From an optimization exercise on the open Yosys and OpenROAD flow, aimed at small area, a short achievable clock period and few clock cycles; shortcuts taken in it are not production practice. Only simulation tests tie the RTL to the original design; equivalence was not proved. Power and IR drop assume default switching activity.

## fbp_framer_rx
module fbp_framer_rx (
    input  wire        clk,
    input  wire        rst,
    input  wire        in_valid,
    input  wire [7:0]  in_data,
    output wire        in_ready,
    output reg         ev_valid,
    output reg  [1:0]  ev_kind,
    output reg  [4:0]  ev_type,
    output reg  [10:0] ev_id,
    output reg  [15:0] ev_meta,
    output reg  [7:0]  ev_len,
    output reg         pl_valid,
    output reg  [7:0]  pl_data,
    output reg         pl_last,
    output reg         busy,
    output reg  [31:0] stat_ignored,
    output reg  [31:0] stat_resync
);
    localparam integer M  = 16;          
    localparam integer K  = 17;          
    localparam integer L  = M * K;       
    localparam integer QD = 4;           
    localparam [2:0] S_SOF1  = 3'd0,
                     S_SOF2  = 3'd1,
                     S_FTYPE = 3'd2,
                     S_DHDR  = 3'd3,
                     S_STORE = 3'd4;
    localparam [1:0] EV_DATA  = 2'd1,
                     EV_LINK  = 2'd2,
                     EV_ERROR = 2'd3;
    localparam [31:0] CRC_RESIDUE = 32'hDEBB20E3;
    function [8:0] padd(input [8:0] x, input [3:0] k);
        reg [9:0] s;
        begin
            s = {1'b0, x} + {6'd0, k};
  ...
Settings: LEC_CHECK=0, ABC_AREA=1, CAP_MARGIN=20, CORE_MARGIN=2, CORE_UTILIZATION=50, PLACE_DENSITY=0.65, SLEW_MARGIN=20; clock period 12.0 ns.
standard.sh (not shown) runs the stock make flow with config.mk's settings and CLKGATE_MAP_FILE= SYNTH_SCRIPT=/design/flow/synth_recipe.tcl, a recipe that flattens the netlist after the stock synthesis.
==> flow/flow/run.sh <==
#!/bin/bash
# Standard layout, with the setup repair aiming at a tighter slack than the clock needs
# and a clock tree built from larger sink clusters without dummy loads.
set -euo pipefail
export SETUP_SLACK_MARGIN=8.6
export CTS_ARGS="-sink_clustering_enable -repair_clock_nets -sink_clustering_size 25 -sink_clustering_max_diameter 50 -buf_list {sky130_fd_sc_hd__clkbuf_8 sky130_fd_sc_hd__clkbuf_16} -dont_use_dummy_load"
bash standard.sh > standard_flow.log 2>&1
Testbench counts at the start, summed over its fixed seeds: cycles 42,615.
Then changed:
==> flow/flow/run.sh (replaced) <==
#!/bin/bash
# Standard layout, with the setup repair aiming at a tighter slack than the clock needs
# and a clock tree built from larger sink clusters without dummy loads.
set -euo pipefail
export SETUP_SLACK_MARGIN=8.6
export CTS_ARGS="-sink_clustering_enable -repair_clock_nets -sink_clustering_size 35 -sink_clustering_max_diameter 60 -buf_list {sky130_fd_sc_hd__clkbuf_8 sky130_fd_sc_hd__clkbuf_16} -dont_use_dummy_load"
bash standard.sh > standard_flow.log 2>&1
GPL_ROUTABILITY_DRIVEN = 0   (was not set)
GPL_TIMING_DRIVEN = 1   (was not set)
Register-to-register slack got worse by 160 ps.
Clock-buffer cell count fell by 41.
Setup slack got worse by 12 ps.
Die area is unchanged.
Clock skew rose by 11 ps.
Routed wire length fell by about 4.6%.
Sequential share of layout area rose by 1.1 points.

========
Setup of run A:
fbp_framer_rx, a different RTL version from the one above (not shown whole).
Size in the first run: roughly 130 I/O pins.
Settings: LEC_CHECK=0, ABC_AREA=1, CAP_MARGIN=20, CORE_MARGIN=2, CORE_UTILIZATION=50, PLACE_DENSITY=0.65, SLEW_MARGIN=20; clock period 12.0 ns.
==> flow/flow/run.sh <==
#!/bin/bash
# Standard layout, with the setup repair aiming at a tighter slack than the clock needs
# and a clock tree built from larger sink clusters without dummy loads.
set -euo pipefail
export SETUP_SLACK_MARGIN=8.6
export CTS_ARGS="-sink_clustering_enable -repair_clock_nets -sink_clustering_size 20 -sink_clustering_max_diameter 40 -buf_list {sky130_fd_sc_hd__clkbuf_8 sky130_fd_sc_hd__clkbuf_16} -dont_use_dummy_load"
bash standard.sh > standard_flow.log 2>&1
Testbench counts of run A, summed over its fixed seeds: cycles 41,777.
What run B does differently from run A at the input level:
==> flow/flow/run.sh <==
#!/bin/bash
# Standard layout, with the setup repair aiming at a tighter slack than the clock needs
# and a clock tree built from larger sink clusters without dummy loads.
set -euo pipefail
export SETUP_SLACK_MARGIN=8.6
export CTS_ARGS="-sink_clustering_enable -repair_clock_nets -sink_clustering_size 35 -sink_clustering_max_diameter 60 -buf_list {sky130_fd_sc_hd__clkbuf_8 sky130_fd_sc_hd__clkbuf_16} -dont_use_dummy_load"
bash standard.sh > standard_flow.log 2>&1
Results
- No run among run A and run B stopped early or left any final violation; all are clean.
- Diff run A and run B: wire length of the first global-routing pass lower in run B
- In the tables for run A and run B, count of buffers added by post-CTS timing repair for setup reads higher with run A.
- Going from run A to run B, total wirelength of the detailed-routed design shows a reduction of 1.5%, diode insertion count for antenna repair shows a reduction of 1, peak per-stage delay on the critical path shows no meaningful change.
- Diff run A -> run B: CTS buffer count shrank by about 45%; total routed wire length on the met1 layer held steady; final HPWL from detailed placement held steady; register cell area after layout held steady; non-clock buffer count shrank by about 0.8%.
- The run showing the greater share of total power in the clock network is run A.

========
fbp_framer_rx, a different RTL version from the one above (not shown whole).
Size: roughly 5200 cells after synthesis, roughly 2500 flip-flops, about 67000 um2 of cells after synthesis.
==> flow/design.v (excerpt) <==
module fbp_framer_rx (
    input  wire        clk,
    input  wire        rst,
    input  wire        in_valid,
    input  wire [7:0]  in_data,
    output wire        in_ready,
    output reg         ev_valid,
    output reg  [1:0]  ev_kind,
    output reg  [4:0]  ev_type,
    output reg  [10:0] ev_id,
    output reg  [15:0] ev_meta,
    output reg  [7:0]  ev_len,
    output reg         pl_valid,
    output reg  [7:0]  pl_data,
    output reg         pl_last,
    output reg         busy,
    output reg  [31:0] stat_ignored,
    output reg  [31:0] stat_resync
);
export LEC_CHECK = 0
export ABC_AREA = 1
export CAP_MARGIN = 20
export CORE_MARGIN = 2
export CORE_UTILIZATION = 65
export PLACE_DENSITY = 0.78
export SLEW_MARGIN = 20
create_clock -name core_clock -period 12.0 [get_ports {clk}]
==> flow/flow/run.sh <==
#!/bin/bash
# Standard layout, with the setup repair aiming at a tighter slack than the clock needs
# and a clock tree built from larger sink clusters without dummy loads.
set -euo pipefail
export SETUP_SLACK_MARGIN=8.6
export CTS_ARGS="-sink_clustering_enable -repair_clock_nets -sink_clustering_size 35 -sink_clustering_max_diameter 60 -buf_list {sky130_fd_sc_hd__clkbuf_8 sky130_fd_sc_hd__clkbuf_16} -dont_use_dummy_load"
bash standard.sh > standard_flow.log 2>&1
Testbench counts at the start, summed over its fixed seeds: cycles 42,615.
Rerun with:
- CAP_MARGIN: 20 -> 5
- CORE_UTILIZATION: 65 -> 50
- PLACE_DENSITY: 0.78 -> 0.65
- SLEW_MARGIN: 20 -> 5
Result:
- clock skew came out lower by 12 ps
- flip-flop and latch count does not change
- die area is higher by 30%
- power increases by 0.51%
- setup slack improves by 30 ps
- design area increases by 1.0%

separate check: timing with driven ports:
Ports are ideal in the flow. The routed layouts listed here were re-timed in OpenROAD.
Step 1: set_driving_cell puts a clkbuf_16 on clk and a buf_2 on each other input, an assumption about the parent block.
Step 2 also shifts input and output timing later by t, the mid clock arrival at the registers, as if the neighbouring blocks saw the same clock.
a / b / c = ideal / step 1 / step 2; a / b = the first two.
run	t, ns	slack for setup (ns)	hold slack, ns	cell pins on the clock port's net
the first run of note 1	0.822	8.379 / 8.306 / 8.168	0.196 / 0.196 / 0.196	1
the second run of note 1	0.795	8.367 / 8.293 / 8.190	0.244 / 0.244 / 0.244	1
run A	0.857	8.275 / 8.202 / 8.105	0.259 / 0.259 / 0.259	1
run B	0.804	8.350 / 8.277 / 8.111	0.261 / 0.261 / 0.261	1
the first run of note 3	0.768	8.373 / 8.300 / 8.249	0.254 / 0.254 / 0.254	1
the second run of note 3	0.788	8.403 / 8.328 / 8.243	0.240 / 0.240 / 0.240	1
After both steps setup and hold are still met in every run listed. For run B, which loses most, drivers alone change the setup slack by -0.073 ns; drivers and shift together by -0.239 ns.
